This design comes from an exercise in tuning for small area, a short achievable clock period and few clock cycles on the open sky130 flow, not from production work. Function was checked by simulation only, so behaviour that the tests miss may differ from the original.

<file path="flow/flow/run.sh">
#!/bin/bash
# The standard layout (the standard.sh: standard synthesis, floorplan,
# placement, CTS, routing), with ORFS's repair_timing asked to keep 8 ns of
# setup slack at the 12 ns clock, so that it sizes and buffers the paths down
# towards a 4 ns period instead of stopping once the 12 ns clock is met.
set -euo pipefail
export SETUP_SLACK_MARGIN=8
bash standard.sh finish > standard_make.log 2>&1
test -s out/final.def
</file>
<file path="flow/standard.sh">
#!/bin/bash
# synth_recipe.tcl (not shown) runs the flow's synth.tcl, then flattens the netlist and writes it again
# the make line also repeats each setting of config.mk as NAME=value (left out here)
make -C /OpenROAD-flow-scripts/flow DESIGN_CONFIG=/design/flow/config.mk WORK_HOME=/design/flow/orfs CLKGATE_MAP_FILE= SYNTH_SCRIPT=/design/flow/synth_recipe.tcl "${@:-finish}"
</file>
<file path="flow/config.mk">
export PLATFORM = sky130hd
export DESIGN_NAME = fm_demod
export DESIGN_NICKNAME = fm_demod
export VERILOG_FILES = /design/flow/design.v
export SDC_FILE = /design/flow/constraint.sdc
export NUM_CORES = 4
export LEC_CHECK = 0
export CAP_MARGIN = 20
export CORE_MARGIN = 2
export CORE_UTILIZATION = 40
export SLEW_MARGIN = 20
</file>
<file path="flow/constraint.sdc">
create_clock -name core_clock -period 12.0 [get_ports {clk}]
set_input_delay 2.4000 -clock core_clock [delete_from_list [all_inputs] [get_ports {clk}]]
set_output_delay 2.4000 -clock core_clock [all_outputs]
set_load 0.01 [all_outputs]
</file>
<file path="flow/design.v">
module fm_demod (
    input  wire        clk,
    input  wire        rst,
    input  wire        cfg_valid,
    output wire        cfg_ready,
    input  wire [15:0] cfg_d,
    input  wire [15:0] cfg_alpha,
    input  wire        in_valid,
    output wire        in_ready,
    input  wire [7:0]  in_i,
    input  wire [7:0]  in_q,
    output reg         out_valid,
    output reg  [15:0] out_pcm
);
    localparam [15:0] REGMASK = 16'b1111111111111110;
    localparam integer NSTG = 15;       
    localparam integer DCYC = 8;        
    localparam integer FB   = 2;        
    localparam integer FCYC = 8;        
    localparam integer WGAP = (DCYC + 1 > FCYC + 1) ? DCYC + 1 : FCYC + 1;
    localparam integer PIPE = 5 + NSTG;             
    localparam integer BUSY = PIPE + 3;    
    localparam integer BCW  = (BUSY < 32) ? 5 : (BUSY < 64) ? 6 : 7;
    reg [15:0] alpha_c;     
    reg [15:0] dv;          
    reg [17:0] d3;          
    reg [15:0] rc;          
    reg [3:0]  gap;         
    reg        in_rdy, cfg_rdy, cfg1, cfg2;
    reg [BCW-1:0] bc;          
    assign in_ready  = in_rdy;
    assign cfg_ready = cfg_rdy;
    wire acc_in  = in_valid & in_rdy;
    wire acc_cfg = cfg_valid & cfg_rdy;
    wire        last_now  = (rc == 16'd1);
    wire        first_now = (rc == dv);
    wire [15:0] dv_fix    = (dv == 16'd0) ? 16'd1 : dv;
    wire [3:0]  gap_inc   = (gap == 4'd15) ? 4'd15 : gap + 4'd1;
    wire nl_acc  = last_now ? (dv == 16'd1) : (rc == 16'd2);
    wire rdy_idle = !last_now || (gap_inc >= WGAP);
    wire rdy_acc2 = last_now ? (!nl_acc || (1 >= WGAP))
                             : (!nl_acc || (gap_inc >= WGAP));
    wire rdy_cfg1 = (dv_fix != 16'd1) || (gap_inc >= WGAP);
    wire [BCW-1:0] bc_dec = (bc == 0) ? bc : bc - 1'b1;
    always @(posedge clk) begin
        if (rst) begin
            alpha_c <= 16'hffff;
            dv      <= 16'd1;
            d3      <= 18'd3;
            rc      <= 16'd1;
            gap     <= 4'd15;
            in_rdy  <= 1'b0;
            cfg_rdy <= 1'b0;
            cfg1    <= 1'b0;
            cfg2    <= 1'b0;
            bc      <= 0;
        end else begin
            cfg1 <= acc_cfg;
            cfg2 <= cfg1;
            if (cfg2)
                d3 <= {2'b0, dv} + {1'b0, dv, 1'b0};
            if (acc_cfg) begin
                dv      <= cfg_d;
                alpha_c <= cfg_alpha;
            end else if (cfg1) begin
                dv  <= dv_fix;
                rc  <= dv_fix;
            end else if (acc_in) begin
                rc  <= last_now ? dv : rc - 16'd1;
            end
            if (acc_in && last_now)
                gap <= 4'd1;
            else
                gap <= gap_inc;
            if (acc_in && last_now)
                bc <= BUSY;
            else
                bc <= bc_dec;
            if (acc_cfg)
                in_rdy <= 1'b0;
            else if (cfg1)
                in_rdy <= rdy_cfg1;
            else if (acc_in)
                in_rdy <= rdy_acc2;
            else
                in_rdy <= rdy_idle;
            cfg_rdy <= (acc_in && last_now) ? 1'b0 : (bc_dec == 0) && !acc_cfg;
        end
    end
    reg [7:0] r1_i, r1_q;
    reg [7:0] r1_in, r1_qn;   
    reg       v1, f1, l1;
    reg [19:0] pc_e, pd_e, pc_en, pd_en;
    always @(posedge clk) begin
        r1_i <= in_i;
        r1_q <= in_q;
        r1_in <= ~in_i;
        r1_qn <= ~in_q;
        f1   <= first_now;
        l1   <= last_now;
        if (rst) v1 <= 1'b0;
        else     v1 <= acc_in;
    end
    wire signed [8:0] a1 = {~r1_i[7], r1_i[6:0], 1'b1};
    wire signed [8:0] b1 = {~r1_q[7], r1_q[6:0], 1'b1};
    wire       prst = rst | cfg1;      
    wire [8:0] nc = prst ? 9'd255 : a1;
    wire [8:0] nd = prst ? 9'd0   : b1;
    wire [19:0] nc_e, nd_e;
    fm_booth9 enc_c (.y(nc), .e(nc_e));
    fm_booth9 enc_d (.y(nd), .e(nd_e));
    always @(posedge clk) begin
        if (prst || v1) begin
            pc_e  <= nc_e;
            pd_e  <= nd_e;
            pc_en <= ~nc_e;
            pd_en <= ~nd_e;
        end
    end
    wire [8:0] na1 = {r1_i[7], ~r1_i[6:0], 1'b1};    
    wire [8:0] nb1 = {r1_q[7], ~r1_q[6:0], 1'b1};    
    wire [17:0] re_s1, re_c1, im_s1, im_c1;
    wire [9:0]  re_t1, im_t1;
    fm_mul2cs mre (.x0(a1), .x0n(na1), .e0(pc_e), .x1(b1),  .x1n(nb1), .e1(pd_e),
                   .s(re_s1), .c(re_c1), .t(re_t1));
    wire [8:0] a2  = {r1_in[7], ~r1_in[6:0], 1'b1};
    wire [8:0] na2 = {~r1_in[7], r1_in[6:0], 1'b1};
    wire [8:0] b2  = {r1_qn[7], ~r1_qn[6:0], 1'b1};
    wire [8:0] nb2 = {~r1_qn[7], r1_qn[6:0], 1'b1};
    fm_mul2cs mim (.x0(b2), .x0n(nb2), .e0(~pc_en), .x1(na2), .x1n(a2),  .e1(~pd_en),
                   .s(im_s1), .c(im_c1), .t(im_t1));
    reg [17:0] re_s, re_c, im_s, im_c;
    reg [9:0]  re_t, im_t;
    reg v2p, f2p, l2p;
    always @(posedge clk) begin
        re_t <= re_t1;
        im_t <= im_t1;
        re_s <= re_s1;
        re_c <= re_c1;
        im_s <= im_s1;
        im_c <= im_c1;
        f2p <= f1;
        l2p <= l1;
        if (rst) v2p <= 1'b0;
        else     v2p <= v1;
    end
    reg signed [17:0] re2, im2;
    reg v2, f2, l2;
    always @(posedge clk) begin
        re2 <= re_s + re_c + {re_t, 8'd0};
        im2 <= im_s + im_c + {im_t, 8'd0};
        f2  <= f2p;
        l2  <= l2p;
        if (rst) v2 <= 1'b0;
        else     v2 <= v2p;
    end
    wire sr2 = re2[17];
    wire si2 = im2[17];
    wire [17:0] x1c = (re2 ^ {18{sr2}}) + (im2 ^ {18{si2}}) + {17'd0, sr2} + {17'd0, si2};
    wire [17:0] y1c = (re2 ^ {18{~si2}}) + (im2 ^ {18{sr2}}) + {17'd0, ~si2} + {17'd0, sr2};
    reg [17:0] x3;
    reg [17:0] y3;
    reg sr3, si3, ax3, v3, f3, l3;
    always @(posedge clk) begin
        x3  <= x1c;
        y3  <= y1c;
        sr3 <= sr2;
        si3 <= si2;
        ax3 <= (im2 == 18'sd0);
        f3  <= f2;
        l3  <= l2;
        if (rst) v3 <= 1'b0;
        else     v3 <= v2;
    end
    function integer WY;
        input integer i;
        begin
            if (i <= 1)       WY = 23;
            else if (i >= 14) WY = 11;
            else              WY = 25 - i;
        end
    endfunction
    wire [22*17-1:0] xs;
    wire [23*17-1:0] ys;
    wire [16*17-1:0] bs;      
    wire [6*17-1:0]  fl;      
    assign xs[22*1 +: 22] = {x3, 4'b0};
    assign ys[23*1 +: 23] = {y3[17], y3, 4'b0};
    assign bs[16*1 +: 16] = 16'd0;
    assign fl[6*1 +: 6]   = {sr3, si3, ax3, v3, f3, l3};
    genvar gi;
    generate
        for (gi = 1; gi <= 15; gi = gi + 1) begin : it
            localparam integer W  = WY(gi);
            localparam integer WN = WY(gi + 1);
            wire [21:0]         xi = xs[22*gi +: 22];
            wire [22:0]         yslot = ys[23*gi +: 23];
            wire signed [W-1:0] yi = yslot[W-1:0];
            wire                pos = ~yi[W-1];
            wire signed [21:0]  ysh = yi >>> gi;           
            wire [22:0]         xsh = {1'b0, xi} >> gi;
            wire [21:0]         xn  = pos ? xi + ysh : xi - ysh;
            wire [WN-1:0]       yn  = pos ? yi[WN-1:0] - xsh[WN-1:0]
                                          : yi[WN-1:0] + xsh[WN-1:0];
            wire [15:0]         bn  = bs[16*gi +: 16] | ({15'd0, pos} << gi);
            wire [22:0]         yne = {{(23-WN){yn[WN-1]}}, yn};
            if (REGMASK[gi]) begin : r
                reg [21:0] xr;
                reg [22:0] yr;
                reg [15:0] br;
                reg [5:0]  fr;
                always @(posedge clk) begin
                    xr <= xn;
                    yr <= yne;
                    br <= bn;
                    fr <= fl[6*gi +: 6];
                    if (rst) fr[2] <= 1'b0;
                end
                assign xs[22*(gi+1) +: 22] = xr;
                assign ys[23*(gi+1) +: 23] = yr;
                assign bs[16*(gi+1) +: 16] = br;
                assign fl[6*(gi+1) +: 6]   = fr;
            end else begin : c
                assign xs[22*(gi+1) +: 22] = xn;
                assign ys[23*(gi+1) +: 23] = yne;
                assign bs[16*(gi+1) +: 16] = bn;
                assign fl[6*(gi+1) +: 6]   = fl[6*gi +: 6];
            end
        end
    endgenerate
    wire [15:0] bz = bs[16*16 +: 16];
    wire [5:0]  flz = fl[6*16 +: 6];
    wire        srz = flz[5], siz = flz[4], axz = flz[3];
    function [18:0] ztab;
        input [6:0] k;    
        case (k)
            7'd0: ztab = 19'h7d3dd;
            7'd1: ztab = 19'h7e3db;
            7'd2: ztab = 19'h7f3d3;
            7'd3: ztab = 19'h003d1;
            7'd4: ztab = 19'h01389;
            7'd5: ztab = 19'h02387;
            7'd6: ztab = 19'h0337f;
            7'd7: ztab = 19'h0437d;
            7'd8: ztab = 19'h0514b;
            7'd9: ztab = 19'h06149;
            7'd10: ztab = 19'h07141;
            7'd11: ztab = 19'h0813f;
            7'd12: ztab = 19'h090f7;
            7'd13: ztab = 19'h0a0f5;
            7'd14: ztab = 19'h0b0ed;
            7'd15: ztab = 19'h0c0eb;
            7'd16: ztab = 19'h0c141;
            7'd17: ztab = 19'h0d13f;
            7'd18: ztab = 19'h0e137;
            7'd19: ztab = 19'h0f135;
            7'd20: ztab = 19'h100ed;
            7'd21: ztab = 19'h110eb;
            7'd22: ztab = 19'h120e3;
            7'd23: ztab = 19'h130e1;
            7'd24: ztab = 19'h13eaf;
            7'd25: ztab = 19'h14ead;
            7'd26: ztab = 19'h15ea5;
            7'd27: ztab = 19'h16ea3;
            7'd28: ztab = 19'h17e5b;
            7'd29: ztab = 19'h18e59;
            7'd30: ztab = 19'h19e51;
            7'd31: ztab = 19'h1ae4f;
            7'd32: ztab = 19'h641bd;
            7'd33: ztab = 19'h651bb;
            7'd34: ztab = 19'h661b3;
            7'd35: ztab = 19'h671b1;
            7'd36: ztab = 19'h68169;
            7'd37: ztab = 19'h69167;
            7'd38: ztab = 19'h6a15f;
            7'd39: ztab = 19'h6b15d;
            7'd40: ztab = 19'h6bf2b;
            7'd41: ztab = 19'h6cf29;
            7'd42: ztab = 19'h6df21;
            7'd43: ztab = 19'h6ef1f;
            7'd44: ztab = 19'h6fed7;
            7'd45: ztab = 19'h70ed5;
            7'd46: ztab = 19'h71ecd;
            7'd47: ztab = 19'h72ecb;
            7'd48: ztab = 19'h72f21;
            7'd49: ztab = 19'h73f1f;
            7'd50: ztab = 19'h74f17;
            7'd51: ztab = 19'h75f15;
            7'd52: ztab = 19'h76ecd;
            7'd53: ztab = 19'h77ecb;
            7'd54: ztab = 19'h78ec3;
            7'd55: ztab = 19'h79ec1;
            7'd56: ztab = 19'h7ac8f;
            7'd57: ztab = 19'h7bc8d;
            7'd58: ztab = 19'h7cc85;
            7'd59: ztab = 19'h7dc83;
            7'd60: ztab = 19'h7ec3b;
            7'd61: ztab = 19'h7fc39;
            7'd62: ztab = 19'h00c31;
            7'd63: ztab = 19'h01c2f;
            7'd64: ztab = 19'h165fd;
            7'd65: ztab = 19'h175fb;
            7'd66: ztab = 19'h185f3;
            7'd67: ztab = 19'h195f1;
            7'd68: ztab = 19'h1a5a9;
            7'd69: ztab = 19'h1b5a7;
            7'd70: ztab = 19'h1c59f;
            7'd71: ztab = 19'h1d59d;
            7'd72: ztab = 19'h1e36b;
            7'd73: ztab = 19'h1f369;
            7'd74: ztab = 19'h20361;
            7'd75: ztab = 19'h2135f;
            7'd76: ztab = 19'h22317;
            7'd77: ztab = 19'h23315;
            7'd78: ztab = 19'h2430d;
            7'd79: ztab = 19'h2530b;
            7'd80: ztab = 19'h25361;
            7'd81: ztab = 19'h2635f;
            7'd82: ztab = 19'h27357;
            7'd83: ztab = 19'h28355;
            7'd84: ztab = 19'h2930d;
            7'd85: ztab = 19'h2a30b;
            7'd86: ztab = 19'h2b303;
            7'd87: ztab = 19'h2c301;
            7'd88: ztab = 19'h2d0cf;
            7'd89: ztab = 19'h2e0cd;
            7'd90: ztab = 19'h2f0c5;
            7'd91: ztab = 19'h300c3;
            7'd92: ztab = 19'h3107b;
            7'd93: ztab = 19'h32079;
            7'd94: ztab = 19'h33071;
            7'd95: ztab = 19'h3406f;
            7'd96: ztab = 19'h4af9d;
            7'd97: ztab = 19'h4bf9b;
            7'd98: ztab = 19'h4cf93;
            7'd99: ztab = 19'h4df91;
            7'd100: ztab = 19'h4ef49;
            7'd101: ztab = 19'h4ff47;
            7'd102: ztab = 19'h50f3f;
            7'd103: ztab = 19'h51f3d;
            7'd104: ztab = 19'h52d0b;
            7'd105: ztab = 19'h53d09;
            7'd106: ztab = 19'h54d01;
            7'd107: ztab = 19'h55cff;
            7'd108: ztab = 19'h56cb7;
            7'd109: ztab = 19'h57cb5;
            7'd110: ztab = 19'h58cad;
            7'd111: ztab = 19'h59cab;
            7'd112: ztab = 19'h59d01;
            7'd113: ztab = 19'h5acff;
            7'd114: ztab = 19'h5bcf7;
            7'd115: ztab = 19'h5ccf5;
            7'd116: ztab = 19'h5dcad;
            7'd117: ztab = 19'h5ecab;
            7'd118: ztab = 19'h5fca3;
            7'd119: ztab = 19'h60ca1;
            7'd120: ztab = 19'h61a6f;
            7'd121: ztab = 19'h62a6d;
            7'd122: ztab = 19'h63a65;
            7'd123: ztab = 19'h64a63;
            7'd124: ztab = 19'h65a1b;
            7'd125: ztab = 19'h66a19;
            7'd126: ztab = 19'h67a11;
            7'd127: ztab = 19'h68a0f;
            default: ztab = 19'h0;
        endcase
    endfunction
    wire [18:0] p1 = ztab({srz, siz, bz[1], bz[2], bz[3], bz[4], bz[5]});
    wire [18:0] fz = {7'd0, bz[6], bz[7], bz[8], bz[9], bz[10], bz[11], bz[12],
                      bz[13], bz[14], bz[15], 2'b00};
    wire [18:0] zz = p1 + fz;
    wire signed [15:0] phic = axz ? (srz ? 16'sd25736 : 16'sd0) : zz[18:3];
    reg signed [15:0] phi;
    reg vp, fp, lp;
    always @(posedge clk) begin
        phi <= phic;
        fp  <= flz[1];
        lp  <= flz[0];
        if (rst) vp <= 1'b0;
        else     vp <= flz[2];
    end
    reg signed [31:0] sum;
    reg               dstart;
    always @(posedge clk) begin
        if (vp)
            sum <= fp ? {{16{phi[15]}}, phi} : sum + {{16{phi[15]}}, phi};
        if (rst) dstart <= 1'b0;
        else     dstart <= vp & lp;
    end
    localparam integer NQ = 2 * DCYC;
    wire [31:0] mag = sum[31] ? -sum : sum;
    reg  [15:0] drem;
    reg  [NQ-1:0] dquo;
    reg         dneg;
    reg  [3:0]  dcnt;
    reg         ddone;
    wire [17:0] r4 = {drem, dquo[NQ-1:NQ-2]};
    reg  [15:0] ddv;
    reg  [17:0] dd3;
    reg  [15:0] dal;
    reg         dnew, ypend;
    wire [18:0] t1 = {1'b0, r4} - {3'b0, ddv};
    wire [18:0] t2 = {1'b0, r4} - {2'b0, ddv, 1'b0};
    wire [18:0] t3 = {1'b0, r4} - {1'b0, dd3};
    wire [15:0] nrem = !t3[18] ? t3[15:0] : !t2[18] ? t2[15:0] :
                       !t1[18] ? t1[15:0] : r4[15:0];
    wire [1:0]  qd   = !t3[18] ? 2'd3 : !t2[18] ? 2'd2 : !t1[18] ? 2'd1 : 2'd0;
    wire [NQ-1:0] nquo = {dquo[NQ-3:0], qd};
    always @(posedge clk) begin
        if (rst) begin
            dcnt  <= 4'd0;
            ddone <= 1'b0;
        end else begin
            ddone <= (dcnt == 4'd1);
            if (dstart) begin
                dcnt <= DCYC;
            end else if (dcnt != 4'd0) begin
                dcnt <= dcnt - 4'd1;
            end
        end
        if (rst)
            ypend <= 1'b0;
        else if (cfg1)
            ypend <= 1'b1;
        else if (dstart)
            ypend <= 1'b0;
        if (dstart) begin
            ddv  <= dv;
            dd3  <= d3;
            dal  <= alpha_c;
            dnew <= ypend;
            dneg <= sum[31];
            drem <= mag[NQ+15:NQ];
            dquo <= mag[NQ-1:0];
        end else if (dcnt != 4'd0) begin
            drem <= nrem;
            dquo <= nquo;
        end
    end
    reg signed [23:0] yprev;
    reg signed [25:0] facc;
    reg signed [24:0] fdiff;
    reg [15:0]        fco;
    reg [3:0]         fcnt;
    reg               fdone, ovld;
    wire signed [15:0] avg = dneg ? -$signed({1'b0, dquo[14:0]}) : $signed({1'b0, dquo[14:0]});
    reg                fnew;
    wire        yb0  = dnew | (fdone & fnew);
    wire [26:0] ybse = yb0 ? 27'd0 : {{3{yprev[23]}}, yprev};
    wire [26:0] yadd = (fdone & !dnew) ? {facc[25], facc} : 27'd0;
    wire [26:0] diff27 = {{3{avg[15]}}, avg, 8'd0} - ybse - yadd;
    wire signed [24:0] diffc = diff27[24:0];
    reg [29:0] cs_s, cs_c, pp;
    reg [29:0] fsum;
    integer j;
    always @(*) begin
        cs_s = {{4{facc[25]}}, facc};
        cs_c = 30'd0;
        for (j = 0; j < FB; j = j + 1) begin
            pp   = fco[j] ? ({{5{fdiff[24]}}, fdiff} << j) : 30'd0;
            {cs_s, cs_c} = {cs_s ^ cs_c ^ pp,
                            ((cs_s & cs_c) | (cs_s & pp) | (cs_c & pp)) << 1};
        end
        fsum = cs_s + cs_c;
    end
    always @(posedge clk) begin
        if (rst) begin
            fcnt  <= 4'd0;
            fdone <= 1'b0;
        end else begin
            fdone <= (fcnt == 4'd1);
            if (ddone)
                fcnt <= FCYC;
            else if (fcnt != 4'd0)
                fcnt <= fcnt - 4'd1;
        end
        if (ddone) begin
            fdiff <= diffc;
            facc  <= {diffc[24], diffc};
            fco   <= dal;
            fnew  <= dnew;
        end else if (fcnt != 4'd0) begin
            facc <= fsum[FB+25:FB];
            fco  <= fco >> FB;
        end
    end
    reg  [25:0] w;
    wire [30:0] yr = {yprev, 7'd0} + ~{{5{w[25]}}, w} + 31'd1;
    wire [16:0] yq = yr[30:14];
    wire [15:0] pcm = (yq[16] != yq[15]) ? (yq[16] ? 16'h8000 : 16'h7fff) : yq[15:0];
    reg         ovld2;
    always @(posedge clk) begin
        if (rst)
            yprev <= 24'sd0;
        else if (fdone)
            yprev <= (fnew ? 24'sd0 : yprev) + facc[23:0];
        if (rst) begin
            ovld      <= 1'b0;
            ovld2     <= 1'b0;
            out_valid <= 1'b0;
        end else begin
            ovld      <= fdone;
            ovld2     <= ovld;
            out_valid <= ovld2;
        end
        w       <= {{2{yprev[23]}}, yprev} + {yprev[23], yprev, 1'b0}
                   - (yprev[23] ? 26'd16383 : 26'd0);
        out_pcm <= pcm;
    end
endmodule
module fm_mul2cs (
    input  wire [8:0]  x0, x0n, x1, x1n,   
    input  wire [19:0] e0, e1,    
    output wire [17:0] s, c,
    output wire [9:0]  t
);
    wire [3:0] m0k0_e = e0[3:0];
    wire [9:0] m0k0_pp = ({10{m0k0_e[0]}} & {x0[8], x0}) | ({10{m0k0_e[1]}} & {x0, 1'b0}) |
                        ({10{m0k0_e[2]}} & {x0n[8], x0n}) | ({10{m0k0_e[3]}} & {x0n, 1'b0});
    wire [17:0] m0k0_row = {{8{m0k0_pp[9]}}, m0k0_pp};
    wire [3:0] m0k1_e = e0[7:4];
    wire [9:0] m0k1_pp = ({10{m0k1_e[0]}} & {x0[8], x0}) | ({10{m0k1_e[1]}} & {x0, 1'b0}) |
                        ({10{m0k1_e[2]}} & {x0n[8], x0n}) | ({10{m0k1_e[3]}} & {x0n, 1'b0});
    wire [17:0] m0k1_row = {{6{m0k1_pp[9]}}, m0k1_pp, 2'd0};
    wire [3:0] m0k2_e = e0[11:8];
    wire [9:0] m0k2_pp = ({10{m0k2_e[0]}} & {x0[8], x0}) | ({10{m0k2_e[1]}} & {x0, 1'b0}) |
                        ({10{m0k2_e[2]}} & {x0n[8], x0n}) | ({10{m0k2_e[3]}} & {x0n, 1'b0});
    wire [17:0] m0k2_row = {{4{m0k2_pp[9]}}, m0k2_pp, 4'd0};
    wire [3:0] m0k3_e = e0[15:12];
    wire [9:0] m0k3_pp = ({10{m0k3_e[0]}} & {x0[8], x0}) | ({10{m0k3_e[1]}} & {x0, 1'b0}) |
                        ({10{m0k3_e[2]}} & {x0n[8], x0n}) | ({10{m0k3_e[3]}} & {x0n, 1'b0});
    wire [17:0] m0k3_row = {{2{m0k3_pp[9]}}, m0k3_pp, 6'd0};
    wire [3:0] m0k4_e = e0[19:16];
    wire [9:0] m0k4_pp = ({10{m0k4_e[0]}} & {x0[8], x0}) | ({10{m0k4_e[1]}} & {x0, 1'b0}) |
                        ({10{m0k4_e[2]}} & {x0n[8], x0n}) | ({10{m0k4_e[3]}} & {x0n, 1'b0});
    wire [17:0] m0k4_row = {{0{m0k4_pp[9]}}, m0k4_pp, 8'd0};
    wire [3:0] m1k0_e = e1[3:0];
    wire [9:0] m1k0_pp = ({10{m1k0_e[0]}} & {x1[8], x1}) | ({10{m1k0_e[1]}} & {x1, 1'b0}) |
                        ({10{m1k0_e[2]}} & {x1n[8], x1n}) | ({10{m1k0_e[3]}} & {x1n, 1'b0});
    wire [17:0] m1k0_row = {{8{m1k0_pp[9]}}, m1k0_pp};
    wire [3:0] m1k1_e = e1[7:4];
    wire [9:0] m1k1_pp = ({10{m1k1_e[0]}} & {x1[8], x1}) | ({10{m1k1_e[1]}} & {x1, 1'b0}) |
                        ({10{m1k1_e[2]}} & {x1n[8], x1n}) | ({10{m1k1_e[3]}} & {x1n, 1'b0});
    wire [17:0] m1k1_row = {{6{m1k1_pp[9]}}, m1k1_pp, 2'd0};
    wire [3:0] m1k2_e = e1[11:8];
    wire [9:0] m1k2_pp = ({10{m1k2_e[0]}} & {x1[8], x1}) | ({10{m1k2_e[1]}} & {x1, 1'b0}) |
                        ({10{m1k2_e[2]}} & {x1n[8], x1n}) | ({10{m1k2_e[3]}} & {x1n, 1'b0});
    wire [17:0] m1k2_row = {{4{m1k2_pp[9]}}, m1k2_pp, 4'd0};
    wire [3:0] m1k3_e = e1[15:12];
    wire [9:0] m1k3_pp = ({10{m1k3_e[0]}} & {x1[8], x1}) | ({10{m1k3_e[1]}} & {x1, 1'b0}) |
                        ({10{m1k3_e[2]}} & {x1n[8], x1n}) | ({10{m1k3_e[3]}} & {x1n, 1'b0});
    wire [17:0] m1k3_row = {{2{m1k3_pp[9]}}, m1k3_pp, 6'd0};
    wire [3:0] m1k4_e = e1[19:16];
    wire [9:0] m1k4_pp = ({10{m1k4_e[0]}} & {x1[8], x1}) | ({10{m1k4_e[1]}} & {x1, 1'b0}) |
                        ({10{m1k4_e[2]}} & {x1n[8], x1n}) | ({10{m1k4_e[3]}} & {x1n, 1'b0});
    assign t = m1k4_pp;
    wire [17:0] cs0s = m0k0_row ^ m0k1_row ^ m0k2_row;
    wire [17:0] cs0c = ((m0k0_row & m0k1_row) | (m0k0_row & m0k2_row) | (m0k1_row & m0k2_row)) << 1;
    wire [17:0] cs1s = m0k3_row ^ m0k4_row ^ m1k0_row;
    wire [17:0] cs1c = ((m0k3_row & m0k4_row) | (m0k3_row & m1k0_row) | (m0k4_row & m1k0_row)) << 1;
    wire [17:0] cs2s = m1k1_row ^ m1k2_row ^ m1k3_row;
    wire [17:0] cs2c = ((m1k1_row & m1k2_row) | (m1k1_row & m1k3_row) | (m1k2_row & m1k3_row)) << 1;
    wire [17:0] cs3s = cs0s ^ cs0c ^ cs1s;
    wire [17:0] cs3c = ((cs0s & cs0c) | (cs0s & cs1s) | (cs0c & cs1s)) << 1;
    wire [17:0] cs4s = cs1c ^ cs2s ^ cs2c;
    wire [17:0] cs4c = ((cs1c & cs2s) | (cs1c & cs2c) | (cs2s & cs2c)) << 1;
    wire [17:0] cs5s = cs3s ^ cs3c ^ cs4s;
    wire [17:0] cs5c = ((cs3s & cs3c) | (cs3s & cs4s) | (cs3c & cs4s)) << 1;
    wire [17:0] cs6s = cs5s ^ cs5c ^ cs4c;
    wire [17:0] cs6c = ((cs5s & cs5c) | (cs5s & cs4c) | (cs5c & cs4c)) << 1;
    assign s = cs6s;
    assign c = cs6c;
endmodule
module fm_booth9 (
    input  wire [8:0]  y,
    output wire [19:0] e
);
    wire [9:0] ye = {y[8], y, 1'b0};
    wire k0b2 = ye[2], k0b1 = ye[1], k0b0 = ye[0];
    wire k0one = k0b1 ^ k0b0;
    wire k0two = (k0b2 & ~k0b1 & ~k0b0) | (~k0b2 & k0b1 & k0b0);
    assign e[3:0] = {k0two & k0b2, k0one & k0b2, k0two & ~k0b2, k0one & ~k0b2};
    wire k1b2 = ye[4], k1b1 = ye[3], k1b0 = ye[2];
    wire k1one = k1b1 ^ k1b0;
    wire k1two = (k1b2 & ~k1b1 & ~k1b0) | (~k1b2 & k1b1 & k1b0);
    assign e[7:4] = {k1two & k1b2, k1one & k1b2, k1two & ~k1b2, k1one & ~k1b2};
    wire k2b2 = ye[6], k2b1 = ye[5], k2b0 = ye[4];
    wire k2one = k2b1 ^ k2b0;
    wire k2two = (k2b2 & ~k2b1 & ~k2b0) | (~k2b2 & k2b1 & k2b0);
    assign e[11:8] = {k2two & k2b2, k2one & k2b2, k2two & ~k2b2, k2one & ~k2b2};
    wire k3b2 = ye[8], k3b1 = ye[7], k3b0 = ye[6];
    wire k3one = k3b1 ^ k3b0;
    wire k3two = (k3b2 & ~k3b1 & ~k3b0) | (~k3b2 & k3b1 & k3b0);
    assign e[15:12] = {k3two & k3b2, k3one & k3b2, k3two & ~k3b2, k3one & ~k3b2};
    wire k4b2 = ye[9], k4b1 = ye[9], k4b0 = ye[8];
    wire k4one = k4b1 ^ k4b0;
    wire k4two = (k4b2 & ~k4b1 & ~k4b0) | (~k4b2 & k4b1 & k4b0);
    assign e[19:16] = {k4two & k4b2, k4one & k4b2, k4two & ~k4b2, k4one & ~k4b2};
endmodule
</file>
==> results.json, run 1 <==
{
  "status": "complete, no violations",
  "nNetsFinal": 10828,
  "setup_viol": 0,
  "utilization_pct": 44.8,
  "drcViolationCount": 0,
  "maxCapViolCount": 0,
  "synth_seq_cells": 1339,
  "start_util_pct": 40.2,
  "yosys_warnings": 1,
  "slew_viol_final": 0,
  "dpl.hpwl_um": 156000,
  "synthArstFlopShare_pct": 0,
  "io_buffers": 70,
  "grt_pass1_vias": 65836,
  "grt_max_degree": 85,
  "io_pins": 71,
  "cp-end-kind": "register",
  "fin_cells": 12529,
  "slowest_delay_ns": 0.53,
  "num_rows": 172,
  "dp_cells": 12198,
  "drt_iter0_drc": 4023,
  "synth_commonest_cells": "dfxtp_1 (1089), ha_1 (976), nor2_1 (840)",
  "ys_types": 107,
  "drive_gt1_share_pct": 6.78,
  "seq_area_frac_synth_pct": 33.3,
  "path_cells": "and2_4 > ha_4 > fa_1 > ha_4 > fa_2 > a211oi_4 > o21ai_2 > a311oi_2 > o22ai_2 > o41a_1 > a21oi_2 > o31ai_4 > o31ai_2 > xnor2_1 > mux2_2",
  "grt_pass1_wl_um": 332000,
  "core-area_um2": 219000,
  "cts_tree": "done",
  "vias_per_cell": 5.29,
  "startpoint_type": "register",
  "finalCritPeriodShare_pct": 35.8,
  "finalSetupTns_ns": 0,
  "yosys.area.top_type": "dfxtp_1",
  "cts_made_buffers": 152,
  "synthTopCellsByArea": "dfxtp_1 (25%), ha_1 (14%), edfxtp_1 (8.5%)",
  "cts_num_sinks": 1339,
  "fp.dieArea_um2": 224000,
  "postCtsHoldBufs": 0,
  "hold_viol": 0,
  "synth_cells": 9472,
  "skew_ns": 0.0323,
  "arrival_ns": 4.85,
  "fin_crit_ns": 4.30,
  "clkTransAtPathRegs_ns": 0.07,
  "antenna_found_initial": 0,
  "synth_edf_count": 250,
  "die_x_um": 473,
  "clkLatencyLatePin_ns": 0.81,
  "gp_congestion": 0.873,
  "grt_use_total_pct": 17.8,
  "antenna_left": 0,
  "synth.top_cell.area_share_pct": 24.7,
  "rsz0062_at_grt": "true",
  "grt_overflow_total": 0,
  "criticalPathCategory": "register to register",
  "crit_path_top_delay_cell": "edfxtp_1",
  "worstMarginPinSlew_ns": 1.06,
  "cp_max_fo": 7,
  "worstPathRequired_ns": 12.55,
  "synth-main-ff-cell": "dfxtp_1",
  "cts.htree.levels": 4,
  "fp.dieH_um": 473,
  "routed_wl_um": 204000,
  "num-fill-cells": 20800,
  "firstDrtPassIters": 6,
  "cts-root-buf": "clkbuf_16",
  "postSynthAreaPerCell_um2": 9.31,
  "setup_slack_ns": 7.70,
  "r2r_slack_ns": 7.70,
  "cpMostUsedCell": "ha_4",
  "wl_per_cell_um": 16.3,
  "post-place-ws_ns": 6.99,
  "fmax_mhz": 233,
  "synth_most_common_cell": "dfxtp_1",
  "areaGrowthSynthToFinish_pct": 11.4,
  "vias": 66259,
  "min_path_type": "register to register",
  "slew_headroom_pct": 29.5,
  "clock_path_buffers": 3,
  "syn_area_um2": 88100
}
==> final cells by class <==
class                   instances  area (µm²)  area share [%]
multi-input cells            7142       55800            56.9
flip-flops and latches       1339       29300            29.9
clock buffers                 212        4400            4.48
well taps                    2871        3590            3.66
inverters                     735        2760            2.81
repair buffers                160        1450            1.47
clock inverters                68         791           0.805
repair inverters                1        5.00         0.00510
diodes                          1        2.50         0.00255
==> through the flow <==
step | instance area [µm²] | hold WS [ns]
after floorplan | 88200 | 0.310
after global placement | 91800 | 0.310
after detailed placement | 91800 | 0.312
after CTS | 97500 | 0.300
after global routing | 98200 | 0.318
final | 98200 | 0.300
==> worst paths after layout <==
kind | cells past startpoint | to | startpoint
min reg2reg | 0 | it[11].r.fr[4] | it[10].r.fr[4]
max reg2reg | 15 | facc[22] | fco[0]
min | 0 | it[11].r.fr[4] | it[10].r.fr[4]
max | 15 | facc[22] | fco[0]
==> critical path, delay by kind of cell (launching register included) <==
family	cells	cell delay, ns
AOI/OAI and AO/OA	8	1.76
xor gates and xnor gates	1	0.09
adders and majority gates	4	1.20
DFF	1	0.53
muxes	1	0.25
and+or+nand+nor	1	0.21
==> cells in the final DEF (no fill, tap or decap), types with 182 or more instances in the layout <==
cell type	count
a21o_1	182
a21oi_1	638
dfxtp_1	1076
edfxtp_1	250
fa_1	266
ha_1	962
inv_1	727
nand2_1	468
nor2_1	838
nor3_1	309
o21ai_0	336
xnor2_1	659
xor2_1	394
==> routing by layer <==
layer | global-route usage (%) | vias to the layer above | routed length [µm]
li1 | - | 33265 | -
met1 | 22.5 | 31436 | 91900
met2 | 31.2 | 1162 | 99100
met3 | 2.36 | 396 | 6800
met4 | 5.79 | 0 | 6400
met5 | 0 | - | 0
==> flip-flops by register name (all words and copies together) (netlist names), 17 cells and up <==
signal,flops
it.r.xr,268
it.r.yr,218
it.r.br,114
it.r.fr,89
sum,32
facc,26
w,26
fdiff,25
yprev,24
d3,18
dd3,18
im2,18
im_s,18
mre.e1,18
pd_en,18
re2,18
re_s,18
x3,18
y3,18
p1,17
==> logic make-up (layout without fill, tap and decap cells) <==
family	after synthesis	in the layout	share of synthesized area [%]
AO/OA/AOI/OAI	2075	2076	15.2
XOR/XNOR	1057	1057	10.5
adder cells (fa/ha/maj)	1246	1246	20.0
buffers and inverters	994	1176	4.28
flip-flops	1339	1339	33.3
multiplexers	265	265	3.23
other	2	5	0.00852
AND/OR/NAND/NOR	2494	2494	13.5
==> timing repair <==
| item | in CTS | in global routing |
|---|---|---|
| pin swaps | 22 | 31 |
| gates cloned | 3 | 2 |
| gates resized for setup | 82 | 89 |
| endpoints found under the setup margin | 89 | 74 |
| buffers inserted | 22 | 23 |
Testbench counts, summed over its fixed seeds: cycles 40,396.
==> run 2: changes to the inputs <==
--- a/flow/design.v
+++ b/flow/design.v
@@ -178,4 +178,4 @@
             if (i <= 1)       WY = 23;
-            else if (i >= 14) WY = 11;
-            else              WY = 25 - i;
+            else if (i >= 14) WY = 10;
+            else              WY = 24 - i;
         end
@@ -447,3 +447,3 @@
     reg                fnew;
-    wire        yb0  = dnew | (fdone & fnew);
+    wire        yb0  = dnew;
     wire [26:0] ybse = yb0 ? 27'd0 : {{3{yprev[23]}}, yprev};
@@ -494,4 +494,6 @@
             yprev <= 24'sd0;
+        else if (fcnt == 4'd4 && fnew)
+            yprev <= 24'sd0;       
         else if (fdone)
-            yprev <= (fnew ? 24'sd0 : yprev) + facc[23:0];
+            yprev <= yprev + facc[23:0];
         if (rst) begin
==> results.json, run 2 <==
{
  "synth.top_cell.area_share_pct": 24.7,
  "synthArstFlopShare_pct": 0,
  "cts-root-buf": "clkbuf_16",
  "yosys_warnings": 1,
  "whs_ns": 0.305,
  "die_x_um": 471,
  "min_path_type": "register to register",
  "worstPathRequired_ns": 12.55,
  "final_common_cell": "dfxtp_1",
  "io_pins": 71,
  "status": "complete, no violations",
  "io_buffers": 70,
  "regArea_um2": 29100,
  "whs_endpoint": "it[9].r.br[7]",
  "antenna_found_initial": 0,
  "regMostFlops": "it.r.xr",
  "clkLatencyLatePin_ns": 0.80,
  "fin_crit_ns": 4.10,
  "yosys.area.top_type": "dfxtp_1",
  "seq_area_frac_synth_pct": 33.3,
  "grt_pass1_vias": 64252,
  "finalSetupTns_ns": 0,
  "arrival_ns": 4.65,
  "worstMarginPinSlew_ns": 1.06,
  "grt_use_total_pct": 18.0,
  "vias": 65445,
  "skew_ns": 0.0246,
  "criticalPathCategory": "register to register",
  "firstDrtPassIters": 6,
  "routed_wl_um": 205000,
  "fmax_mhz": 244,
  "multiInputGateArea_um2": 55700,
  "num-fill-cells": 20597,
  "cp_max_fo": 7,
  "setup_viol": 0,
  "r2r_end": "facc[22]",
  "synth_commonest_cells": "dfxtp_1 (1076), ha_1 (963), nor2_1 (756)",
  "gp_congestion": 0.868,
  "fp.dieH_um": 471,
  "grt_overflow_total": 0,
  "holdCritStartpoint": "it[8].r.br[7]",
  "start_util_pct": 40.2,
  "hold_viol": 0,
  "synth-main-ff-cell": "dfxtp_1",
  "drive_gt1_share_pct": 7.56,
  "antenna_left": 0,
  "r2r_slack_ns": 7.90,
  "rsz0062_at_grt": "true",
  "synth_edf_count": 250,
  "wl_per_cell_um": 16.6,
  "drcViolationCount": 0,
  "num_rows": 171,
  "cts_made_buffers": 151,
  "areaGrowthSynthToFinish_pct": 12.0,
  "holdPathStages": 0,
  "layout_common_cells": "dfxtp_1 (1063), ha_1 (936), nor2_1 (751)",
  "postCtsHoldBufs": 0,
  "clock_path_buffers": 3,
  "fp.dieArea_um2": 222000,
  "cts_tree": "done",
  "synth_most_common_cell": "dfxtp_1",
  "cts_num_sinks": 1326,
  "dpl.hpwl_um": 156000,
  "r2r-start": "fco[0]",
  "nNetsFinal": 10628,
  "synth_seq_cells": 1326,
  "syn_area_um2": 87200,
  "grt_max_degree": 67,
  "core-area_um2": 217000,
  "largestRegisters": "it.r.xr x268, it.r.yr x205, it.r.br x114",
  "synth_cells": 9270,
  "clkTransAtPathRegs_ns": 0.06,
  "slew_viol_final": 0,
  "drt_iter0_drc": 3835,
  "startpoint_type": "register",
  "largest_register_ffs": 268,
  "postSynthAreaPerCell_um2": 9.41,
  "slew_headroom_pct": 29.3,
  "synthTopCellsByArea": "dfxtp_1 (25%), ha_1 (14%), edfxtp_1 (8.6%)",
  "grt_pass1_wl_um": 332000,
  "worst-r2r-cell-count": 16,
  "n_antenna_cell": 0,
  "vias_per_cell": 5.31,
  "finalCritPeriodShare_pct": 34.1,
  "ys_types": 88,
  "cts.htree.levels": 4,
  "cp-end-kind": "register",
  "maxCapViolCount": 0
}
## run 2: cell types whose count changed after synthesis, moves of 19 or more
cell	delta
o21ai_1	-43
o21ai_0	-19
a21oi_1	-33
a211oi_1	+29
nor2_1	-84
inv_1	-26
nor3_1	-58
nand2_1	-39
## run 2: cell families (layout without fill, tap and decap cells)
kind of cell    count (synthesis)  in the layout  share of synthesized area, %
fa+ha+maj                    1233           1233                          20.0
buf+inv                       963           1158                          4.20
other cells                     2              4                       0.00861
mux                           275            275                          3.35
simple gates                 2386           2386                          13.3
flops                        1326           1326                          33.3
xor+xnor                     1044           1044                          10.5
compound gates               2041           2041                          15.3
## run 2: critical path: stages, from the launching register on
cell,delay [ns]
edfxtp_1,0.41
buf_12,0.17
and2_4,0.14
ha_4,0.15
fa_1,0.51
ha_4,0.19
fa_2,0.39
a21oi_4,0.21
o22ai_4,0.11
o211ai_1,0.30
nand3_2,0.16
a32oi_4,0.31
buf_4,0.16
o21ai_2,0.06
a31oi_1,0.20
xnor2_1,0.10
mux2_2,0.27
## run 2: worst max-delay path by stage
stage / end / slack, ns / from / cells past startpoint
2_1_floorplan: facc[24] / 8.01 / fco[0] / 15
3_3_place_gp: facc[24] / 7.29 / fco[0] / 14
3_5_place_dp: facc[24] / 7.23 / fco[0] / 14
4_1_cts: facc[24] / 7.92 / fco[0] / 16
5_1_grt: facc[18] / 7.76 / fco[0] / 18
6_report: facc[22] / 7.90 / fco[0] / 16
## run 2: repair_timing
| item | in CTS | in global routing |
|---|---|---|
| hold endpoints to repair | 0 | 0 |
| setup buffers | 26 | 37 |
| resized for setup | 91 | 169 |
| cloned | 0 | 2 |
| endpoints found under the setup margin | 69 | 54 |
| pin swaps | 26 | 76 |
## run 2: metrics by stage
stage	std cells	utilization, %	area, µm²	setup slack, ns
finish	12321	45.0	97700	7.90
global route	12321	45.0	97700	7.76
CTS	12282	44.5	96500	7.92
detailed placement	11980	41.9	90800	7.23
global placement	11980	41.9	90800	7.29
floorplan	9272	-	87300	8.01
## run 2: routing by layer
| layer | track usage (%) | up-vias | routed length (µm) |
|---|---|---|---|
| li1 | - | 32740 | - |
| met5 | 0 | - | 0 |
| met2 | 30.7 | 1133 | 98000 |
| met4 | 4.94 | 0 | 4890 |
| met3 | 2.42 | 309 | 7320 |
| met1 | 23.7 | 31263 | 94600 |
## run 2: layout make-up
class / count / area share (%)
multi-input combinational: 6983 / 57.0
sequential: 1326 / 29.8
clock buffer: 215 / 4.44
tap: 2854 / 3.66
inverter: 709 / 2.73
timing repair buffer: 173 / 1.61
clock inverter: 61 / 0.762
Testbench counts of run 2, summed over its fixed seeds: cycles 40,396.
==> run 3: changes to the inputs <==
--- a/flow/design.v
+++ b/flow/design.v
@@ -18,3 +18,3 @@
     localparam integer FB   = 2;        
-    localparam integer FCYC = 8;        
+    localparam integer FCYC = 9;        
     localparam integer WGAP = (DCYC + 1 > FCYC + 1) ? DCYC + 1 : FCYC + 1;
@@ -105,3 +105,5 @@
     wire signed [8:0] b1 = {~r1_q[7], r1_q[6:0], 1'b1};
-    wire       prst = rst | cfg1;      
+    reg        rst1;
+    always @(posedge clk) rst1 <= rst;
+    wire       prst = rst1 | cfg1;
     wire [8:0] nc = prst ? 9'd255 : a1;
@@ -452,15 +454,6 @@
     wire signed [24:0] diffc = diff27[24:0];
-    reg [29:0] cs_s, cs_c, pp;
-    reg [29:0] fsum;
-    integer j;
-    always @(*) begin
-        cs_s = {{4{facc[25]}}, facc};
-        cs_c = 30'd0;
-        for (j = 0; j < FB; j = j + 1) begin
-            pp   = fco[j] ? ({{5{fdiff[24]}}, fdiff} << j) : 30'd0;
-            {cs_s, cs_c} = {cs_s ^ cs_c ^ pp,
-                            ((cs_s & cs_c) | (cs_s & pp) | (cs_c & pp)) << 1};
-        end
-        fsum = cs_s + cs_c;
-    end
+    reg  [26:0] ppr;
+    wire [26:0] d27  = {{2{fdiff[24]}}, fdiff};
+    wire [26:0] ppc  = (fco[0] ? d27 : 27'd0) + (fco[1] ? {d27[25:0], 1'b0} : 27'd0);
+    wire [27:0] fsum = {{2{facc[25]}}, facc} + {ppr[26], ppr};
     always @(posedge clk) begin
@@ -482,4 +475,6 @@
         end else if (fcnt != 4'd0) begin
-            facc <= fsum[FB+25:FB];
-            fco  <= fco >> FB;
+            if (fcnt != FCYC)
+                facc <= fsum[27:2];
+            ppr <= ppc;
+            fco <= fco >> FB;
         end
==> results.json, run 3 <==
{
  "status": "complete, no violations",
  "r2r_end": "facc[24]",
  "utilization_pct": 44.9,
  "num-fill-cells": 20576,
  "yosys_warnings": 1,
  "synth-main-ff-cell": "dfxtp_1",
  "cp_max_fo": 5,
  "cts_made_buffers": 149,
  "largest_register_ffs": 268,
  "routed_wl_um": 214000,
  "ys_types": 88,
  "setup_viol": 0,
  "r2r_slack_ns": 7.94,
  "cts_tree": "done",
  "arrival_ns": 4.63,
  "worst-r2r-cell-count": 15,
  "grt_use_total_pct": 18.8,
  "regArea_um2": 29900,
  "cts_num_sinks": 1354,
  "min_path_type": "register to register",
  "criticalPathCategory": "register to register",
  "postPlaceCellArea_um2": 91000,
  "worstPathRequired_ns": 12.56,
  "skew_ns": 0.0318,
  "clkTransAtPathRegs_ns": 0.06,
  "finalCritPeriodShare_pct": 33.9,
  "hold_viol": 0,
  "cts.htree.levels": 4,
  "grt_pass1_vias": 64663,
  "postCtsHoldBufs": 0,
  "fp.dieH_um": 471,
  "worstMarginPinSlew_ns": 1.04,
  "fp.dieArea_um2": 222000,
  "vias": 65597,
  "drive_gt1_share_pct": 7.23,
  "grt_overflow_total": 0,
  "seq_area_frac_synth_pct": 34.2,
  "yosys.area.top_type": "dfxtp_1",
  "holdPathStages": 0,
  "nNetsFinal": 10652,
  "cp-end-kind": "register",
  "synth_commonest_cells": "dfxtp_1 (1077), ha_1 (964), nor2_1 (824)",
  "holdCritStartpoint": "it[13].r.br[1]",
  "final_common_cell": "dfxtp_1",
  "grt_max_degree": 67,
  "layout_common_cells": "dfxtp_1 (1053), ha_1 (957), nor2_1 (813)",
  "drt_iter0_drc": 3875,
  "synth_seq_cells": 1354,
  "slew_headroom_pct": 30.4,
  "clock_path_buffers": 3,
  "finalSetupTns_ns": 0,
  "whs_endpoint": "it[14].r.br[1]",
  "grt_pass1_wl_um": 343000,
  "cp-startpoint": "dquo[2]",
  "regMostFlops": "it.r.xr",
  "dpl.hpwl_um": 166000,
  "synth_most_common_cell": "dfxtp_1",
  "num_rows": 171,
  "drcViolationCount": 0,
  "fmax_mhz": 246,
  "largestRegisters": "it.r.xr x268, it.r.yr x205, it.r.br x114",
  "clkLatencyLatePin_ns": 0.82,
  "maxCapViolCount": 0,
  "antenna_found_initial": 6,
  "io_buffers": 70,
  "io_pins": 71,
  "areaGrowthSynthToFinish_pct": 11.5,
  "postSynthAreaPerCell_um2": 9.36,
  "fin_crit_ns": 4.06,
  "slew_viol_final": 0,
  "core-area_um2": 217000,
  "startpoint_type": "register",
  "synthArstFlopShare_pct": 0,
  "start_util_pct": 40.2,
  "r2r-start": "dquo[2]",
  "synth_cells": 9335,
  "rsz0062_at_grt": "true",
  "synth_edf_count": 277,
  "syn_area_um2": 87300,
  "synth.top_cell.area_share_pct": 24.7,
  "wl_per_cell_um": 17.3,
  "gp_congestion": 0.877,
  "multiInputGateArea_um2": 54600,
  "firstDrtPassIters": 6,
  "vias_per_cell": 5.30,
  "fin_area_um2": 97400,
  "antenna_left": 0,
  "cts-root-buf": "clkbuf_16",
  "synthTopCellsByArea": "dfxtp_1 (25%), ha_1 (14%), edfxtp_1 (9.5%)",
  "die_x_um": 471
}
## run 3: cell type report
cell class / count / area share [%]
Antenna cell: 2 / 0.00514
Timing Repair Buffer: 150 / 1.41
Inverter: 721 / 2.79
Clock inverter: 74 / 0.913
Clock buffer: 201 / 4.39
Tap cell: 2854 / 3.67
Multi-Input combinational cell: 7014 / 56.1
Timing Repair inverter: 1 / 0.00514
Sequential cell: 1354 / 30.7
## run 3: cells by family (layout without fill, tap and decap cells)
kind of cell    after synthesis  in the layout  synth area share, %
simple gates               2452           2453                 13.4
compound gates             2039           2039                 15.1
flops                      1354           1354                 34.2
fa+ha+maj                  1209           1209                 19.4
xor+xnor                   1051           1051                 10.5
buf+inv                     970           1147                 4.17
mux                         258            258                 3.16
other cells                   2              6              0.00860
## run 3: stage by stage
stage	hold WS [ns]	setup slack, ns	std cells
2_1_floorplan	0.310	8.02	9337
3_5_place_dp	0.312	7.14	12047
5_1_grt	0.321	7.72	12370
3_3_place_gp	0.310	7.10	12047
6_report	0.317	7.94	12371
4_1_cts	0.310	7.78	12336
## run 3: worst max-delay path, cell delays in order, from the launching register on
cell and delay, ns:
edfxtp_1 0.45, or4_4 0.55, o31ai_4 0.22, xor2_2 0.22, fa_1 0.46, inv_2 0.08, ha_4 0.20, a211oi_2 0.23
a21oi_2 0.10, a221oi_2 0.25, nand2_2 0.12, a221oi_4 0.29, o21bai_1 0.10, a21oi_1 0.18, xnor2_1 0.12, mux2_2 0.27
## run 3: repair_timing
item,CTS,global route
endpoints found under the setup margin,89,79
buffers inserted,11,31
gates cloned,3,1
gates resized for setup,75,151
pin swaps,10,37
## run 3: worst max path at each step
stage	to	slack, ns
after floorplan	facc[23]	8.02
after detailed placement	facc[23]	7.14
after global placement	facc[23]	7.10
after CTS	facc[23]	7.78
final	facc[24]	7.94
after global routing	facc[24]	7.72
## run 3: routing by layer
metal	share of wire, %	vias up	routed length, µm	GRT usage, %
li1	-	32790	-	-
met1	45	31403	95600	23.7
met2	50	1109	106000	33.7
met3	3.4	295	7300	2.29
met4	2.4	0	5060	5.06
met5	0	-	0	0
Testbench counts of run 3, summed over its fixed seeds: cycles 40,880.
==> run 4: changes to the inputs <==
--- a/flow/design.v
+++ b/flow/design.v
@@ -434,5 +434,7 @@
             dneg <= sum[31];
+        end
+        if (dstart) begin
             drem <= mag[NQ+15:NQ];
             dquo <= mag[NQ-1:0];
-        end else if (dcnt != 4'd0) begin
+        end else begin
             drem <= nrem;
@@ -471,11 +473,13 @@
             fdiff <= diffc;
-            facc  <= {diffc[24], diffc};
-            fco   <= dal;
             fnew  <= dnew;
-        end else if (fcnt != 4'd0) begin
-            if (fcnt != FCYC)
-                facc <= fsum[27:2];
-            ppr <= ppc;
-            fco <= fco >> FB;
         end
+        if (ddone)
+            fco <= dal;
+        else
+            fco <= fco >> FB;
+        if (fcnt == FCYC)
+            facc <= {fdiff[24], fdiff};
+        else
+            facc <= fsum[27:2];
+        ppr <= ppc;
     end
--- a/flow/config.mk
+++ b/flow/config.mk
@@ -10,2 +10,4 @@
 export CORE_UTILIZATION = 40
+export CTS_CLUSTER_DIAMETER = 100
+export CTS_CLUSTER_SIZE = 20
 export SLEW_MARGIN = 20
==> results.json, run 4 <==
{
  "status": "complete, no violations",
  "drt_iter0_drc": 3520,
  "synth.top_cell.area_share_pct": 27.3,
  "io_buffers": 70,
  "synth_most_common_cell": "dfxtp_1",
  "synth_edf_count": 176,
  "crit_path_top_delay_cell": "a2111oi_1",
  "finalCritPeriodShare_pct": 33.0,
  "multiInputGateArea_um2": 54400,
  "cp-end-kind": "register",
  "antenna_left": 0,
  "core-area_um2": 215000,
  "cts_made_buffers": 84,
  "n_antenna_cell": 0,
  "synthTopCellsByArea": "dfxtp_1 (27%), ha_1 (14%), xnor2_1 (6.7%)",
  "slew_viol_final": 0,
  "setup_slack_ns": 8.04,
  "startpoint_type": "register",
  "postPlaceCellArea_um2": 89900,
  "crit_buf_inv": 1,
  "fp.dieH_um": 469,
  "final_common_cell": "dfxtp_1",
  "fin_cells": 12194,
  "postSynthAreaPerCell_um2": 9.25,
  "regMostFlops": "it.r.xr",
  "firstDrtPassIters": 6,
  "synth_cells": 9338,
  "yosys.area.top_type": "dfxtp_1",
  "cp-startpoint": "it[6].r.yr[8]",
  "die_x_um": 469,
  "synth-main-ff-cell": "dfxtp_1",
  "fp.dieArea_um2": 220000,
  "fmax_mhz": 253,
  "largest_register_ffs": 268,
  "fin_crit_ns": 3.96,
  "criticalPathCategory": "register to register",
  "slew_headroom_pct": 8.79,
  "worst-r2r-cell-count": 15,
  "holdPathStages": 0,
  "cts-root-buf": "clkbuf_16",
  "grt_overflow_total": 0,
  "rsz0062_at_grt": "true",
  "postCtsHoldBufs": 0,
  "whs_endpoint": "it[14].r.fr[1]",
  "wl_per_cell_um": 16.0,
  "r2r_slack_ns": 8.04,
  "grt_pass1_wl_um": 318000,
  "synthArstFlopShare_pct": 0,
  "dp_cells": 12022,
  "arrival_ns": 4.60,
  "areaGrowthSynthToFinish_pct": 8.19,
  "worstMarginPinSlew_ns": 1.33,
  "num-fill-cells": 20663,
  "crit_family": "compound AO/OA/AOI/OAI gates",
  "syn_area_um2": 86400,
  "gp_congestion": 0.860,
  "hold_viol": 0,
  "drive_gt1_share_pct": 5.16,
  "layout_common_cells": "dfxtp_1 (1157), ha_1 (960), nor2_1 (849)",
  "finalSetupTns_ns": 0,
  "routed_wl_um": 195000,
  "worstPathRequired_ns": 12.64,
  "utilization_pct": 43.5,
  "grt_pass1_vias": 62925,
  "maxCapViolCount": 0,
  "regArea_um2": 28900,
  "synth_seq_cells": 1354,
  "vias_per_cell": 5.26,
  "post-place-ws_ns": 6.99,
  "grt_max_degree": 85,
  "antenna_found_initial": 1,
  "vias": 64175,
  "clkLatencyLatePin_ns": 0.76,
  "cts_tree": "done",
  "r2r-start": "it[6].r.yr[8]",
  "seq_area_frac_synth_pct": 33.4,
  "setup_viol": 0,
  "cts.htree.levels": 3,
  "cp_max_fo": 5,
  "num_rows": 170,
  "r2r_end": "it[7].r.xr[20]",
  "fin_area_um2": 93400,
  "whs_ns": 0.286,
  "ys_types": 95,
  "nNetsFinal": 10568,
  "yosys_warnings": 1,
  "path_cells": "inv_1 > ha_1 > nor2_1 > xnor2_1 > ha_1 > nor2b_1 > o21ai_0 > a21oi_1 > o41a_1 > a21oi_2 > o21bai_1 > o41a_1 > a2111oi_1 > o21bai_1 > xor2_1",
  "largestRegisters": "it.r.xr x268, it.r.yr x205, it.r.br x114",
  "clkTransAtPathRegs_ns": 0.10,
  "clock_path_buffers": 3,
  "io_pins": 71,
  "slowest_delay_ns": 0.55,
  "dpl.hpwl_um": 151000,
  "holdCritStartpoint": "it[13].r.fr[1]",
  "start_util_pct": 40.2,
  "cts_num_sinks": 1354,
  "synth_commonest_cells": "dfxtp_1 (1178), ha_1 (964), nor2_1 (850)",
  "grt_use_total_pct": 17.4,
  "min_path_type": "register to register",
  "skew_ns": 0.0462,
  "drcViolationCount": 0
}
==> run 4: cell families (layout without fill, tap and decap cells) <==
family | after synthesis | count (layout) | share of synthesized area (%)
other | 2 | 4 | 0.00870
flip-flops | 1354 | 1354 | 33.4
AND/OR/NAND/NOR | 2440 | 2440 | 13.6
multiplexers | 254 | 254 | 3.17
buffers and inverters | 971 | 986 | 4.25
adder cells (fa/ha/maj) | 1210 | 1210 | 19.7
AO/OA/AOI/OAI | 2041 | 2042 | 15.1
XOR/XNOR | 1066 | 1066 | 10.8
==> run 4: how the worst max path moves through the flow <==
stage                           to  slack (ns)  cells past startpoint
finish              it[7].r.xr[20]        8.04                     15
global route        it[5].r.xr[21]        7.77                     16
CTS                      fdiff[23]        7.97                     18
detailed placement           dv[5]        6.99                      4
global placement             dv[6]        7.18                      4
floorplan                fdiff[23]        8.04                     17
==> run 4: what timing repair did <==
item                                    4_1_cts  5_1_grt
pin swaps                                     6       24
gates resized for setup                      61       96
endpoints found under the setup margin       81       98
buffers inserted                              2       30
cloned                                        2        3
==> run 4: layer usage <==
| metal | up-vias | wire length, µm | GRT usage [%] |
|---|---|---|---|
| li1 | 32438 | - | - |
| met1 | 30417 | 91500 | 23.3 |
| met2 | 1049 | 91800 | 29.6 |
| met3 | 271 | 6420 | 1.91 |
| met4 | 0 | 4980 | 4.72 |
| met5 | - | 0 | 0 |
==> run 4: area by class of cell <==
class | instances | share of cell area [%]
Sequential cell | 1354 | 30.9
Timing Repair Buffer | 137 | 1.37
Tap cell | 2838 | 3.80
Timing Repair inverter | 1 | 0.00536
Clock inverter | 25 | 0.370
Multi-Input combinational cell | 7016 | 58.2
Inverter | 713 | 2.87
Clock buffer | 110 | 2.42
Testbench counts of run 4, summed over its fixed seeds: cycles 40,880.
==> run 5: changes to the inputs <==
--- a/flow/config.mk
+++ b/flow/config.mk
@@ -10,4 +10,2 @@
 export CORE_UTILIZATION = 40
-export CTS_CLUSTER_DIAMETER = 100
-export CTS_CLUSTER_SIZE = 20
 export SLEW_MARGIN = 20
==> results.json, run 5 <==
{
  "grt_use_total_pct": 17.6,
  "synthTopCellsByArea": "dfxtp_1 (27%), ha_1 (14%), xnor2_1 (6.7%)",
  "slew_viol_final": 0,
  "cts-root-buf": "clkbuf_16",
  "synth_commonest_cells": "dfxtp_1 (1178), ha_1 (964), nor2_1 (850)",
  "grt_max_degree": 85,
  "crit_buf_inv": 1,
  "rsz0062_at_grt": "true",
  "finalCritPeriodShare_pct": 32.8,
  "areaGrowthSynthToFinish_pct": 11.6,
  "syn_area_um2": 86400,
  "ys_types": 95,
  "cts_num_sinks": 1354,
  "utilization_pct": 44.9,
  "largestRegisters": "it.r.xr x268, it.r.yr x205, it.r.br x114",
  "clock_path_buffers": 3,
  "grt_overflow_total": 0,
  "cts.htree.levels": 4,
  "routed_wl_um": 197000,
  "firstDrtPassIters": 6,
  "maxCapViolCount": 0,
  "startpoint_type": "register",
  "postCtsHoldBufs": 0,
  "finalSetupTns_ns": 0,
  "num_rows": 170,
  "post-place-ws_ns": 6.99,
  "postPlaceCellArea_um2": 89900,
  "layout_common_cells": "dfxtp_1 (1160), ha_1 (961), nor2_1 (849)",
  "drcViolationCount": 0,
  "setup_slack_ns": 8.06,
  "synthArstFlopShare_pct": 0,
  "fin_crit_ns": 3.94,
  "clkTransAtPathRegs_ns": 0.06,
  "dp_cells": 12022,
  "yosys.area.top_type": "dfxtp_1",
  "hold_viol": 0,
  "setup_viol": 0,
  "cts_made_buffers": 158,
  "cp-end-kind": "register",
  "wl_per_cell_um": 15.9,
  "crit_path_top_delay_cell": "a2111oi_1",
  "fp.dieH_um": 469,
  "slowest_delay_ns": 0.54,
  "grt_pass1_vias": 63912,
  "core-area_um2": 215000,
  "synth-main-ff-cell": "dfxtp_1",
  "drive_gt1_share_pct": 6.60,
  "antenna_left": 0,
  "worst-r2r-cell-count": 15,
  "min_path_type": "register to register",
  "arrival_ns": 4.61,
  "synth_edf_count": 176,
  "synth_most_common_cell": "dfxtp_1",
  "cp_max_fo": 5,
  "path_depth": 15,
  "largest_register_ffs": 268,
  "gp_congestion": 0.860,
  "fmax_mhz": 254,
  "start_util_pct": 40.2,
  "drt_iter0_drc": 3704,
  "nNetsFinal": 10636,
  "seq_area_frac_synth_pct": 33.4,
  "yosys_warnings": 1,
  "vias_per_cell": 5.24,
  "cts_tree": "done",
  "fin_area_um2": 96400,
  "vias": 64754,
  "whs_ns": 0.293,
  "dpl.hpwl_um": 151000,
  "io_pins": 71,
  "n_antenna_cell": 0,
  "die_x_um": 469,
  "status": "complete, no violations",
  "regMostFlops": "it.r.xr",
  "clkLatencyLatePin_ns": 0.79,
  "criticalPathCategory": "register to register",
  "final_common_cell": "dfxtp_1",
  "antenna_found_initial": 1,
  "io_buffers": 70,
  "grt_pass1_wl_um": 323000,
  "fp.dieArea_um2": 220000,
  "path_cells": "inv_1 > ha_1 > nor2_1 > xnor2_1 > ha_1 > nor2b_1 > o21ai_0 > a21oi_1 > o41a_1 > a21oi_2 > o21bai_1 > o41a_1 > a2111oi_1 > o21bai_1 > xor2_1",
  "synth.top_cell.area_share_pct": 27.3,
  "slew_headroom_pct": 10.5,
  "synth_seq_cells": 1354,
  "holdPathStages": 0,
  "crit_family": "compound AO/OA/AOI/OAI gates",
  "synth_cells": 9338,
  "worstPathRequired_ns": 12.68,
  "postSynthAreaPerCell_um2": 9.25,
  "skew_ns": 0.0404,
  "fin_cells": 12348,
  "worstMarginPinSlew_ns": 1.31
}
==> run 5: cell types whose count changed in the layout (fill, tap and decap cells not counted), moves of 4 or more <==
cell and delta:
buf_4 -4, bufinv_16 +14, clkbuf_16 +84, clkbuf_8 +18, clkinv_2 +30, clkinvlp_4 +15, o21ai_1 +4
==> run 5: path summary, 6_finish.rpt <==
path / from / to / slack, ns
max: it[6].r.yr[8] / it[7].r.xr[20] / 8.06
min: it[3].r.br[3] / it[4].r.br[3] / 0.29
max reg2reg: it[6].r.yr[8] / it[7].r.xr[20] / 8.06
min reg2reg: it[3].r.br[3] / it[4].r.br[3] / 0.29
==> run 5: logic make-up (layout without fill, tap and decap cells) <==
logic type	count (synthesis)	after routing	synth area share, %
AOI/OAI and AO/OA	2041	2042	15.1
xor gates and xnor gates	1066	1066	10.8
adders and majority gates	1210	1210	19.7
buffers and inverters	971	1140	4.25
DFF	1354	1354	33.4
muxes	254	254	3.17
other	2	4	0.00870
and+or+nand+nor	2440	2440	13.6
==> run 5: final cells by class <==
| class | count | area [µm²] |
|---|---|---|
| Fill cell | 20415 | 118000 |
| Multi-Input combinational cell | 7016 | 54400 |
| Sequential cell | 1354 | 28900 |
| Clock buffer | 210 | 4610 |
| Tap cell | 2838 | 3550 |
| Inverter | 713 | 2680 |
| Timing Repair Buffer | 131 | 1230 |
| Clock inverter | 85 | 1060 |
| Timing Repair inverter | 1 | 5.00 |
==> run 5: timing repair <==
action                     4_1_cts  5_1_grt
setup endpoints to repair       79       95
gates cloned                     2        3
pin swaps                        5       21
gates resized for setup         60       84
buffers inserted                 2       24
==> run 5: metal layers <==
layer | track usage, % | part of all wire (%)
met1 | 23.3 | 46
met2 | 29.8 | 47
met3 | 2.35 | 3.9
met4 | 5.25 | 2.7
met5 | 0 | 0

static timing again, ports no longer ideal:
No port has a modelled driver above. Below, the same layouts with a new extraction and two added sets of constraints.
Step 1: set_driving_cell puts a clkbuf_16 on clk and a buf_2 on each other input, an assumption about the parent block.
Step 2 also shifts input and output timing later by t, the mid clock arrival at the registers, as if the neighbouring blocks saw the same clock.
Slacks: ideal ports / drivers / drivers and shift; pairs: ideal ports / drivers.
| run | shift t [ns] | setup WS [ns] | pins driven straight from the clock port |
|---|---|---|---|
| run 1 | 0.880 | 7.704 / 7.704 / 7.337 | 1 |
| run 2 | 0.877 | 7.903 / 7.903 / 7.290 | 1 |
| run 3 | 0.891 | 7.935 / 7.935 / 7.426 | 1 |
| run 4 | 0.830 | 8.040 / 8.040 / 7.451 | 1 |
| run 5 | 0.863 | 8.064 / 8.031 / 7.456 | 1 |
After both steps every run listed still meets setup and hold. The setup slack of run 2, which loses most, moves by 0.000 ns with the drivers and by -0.613 ns with both steps.
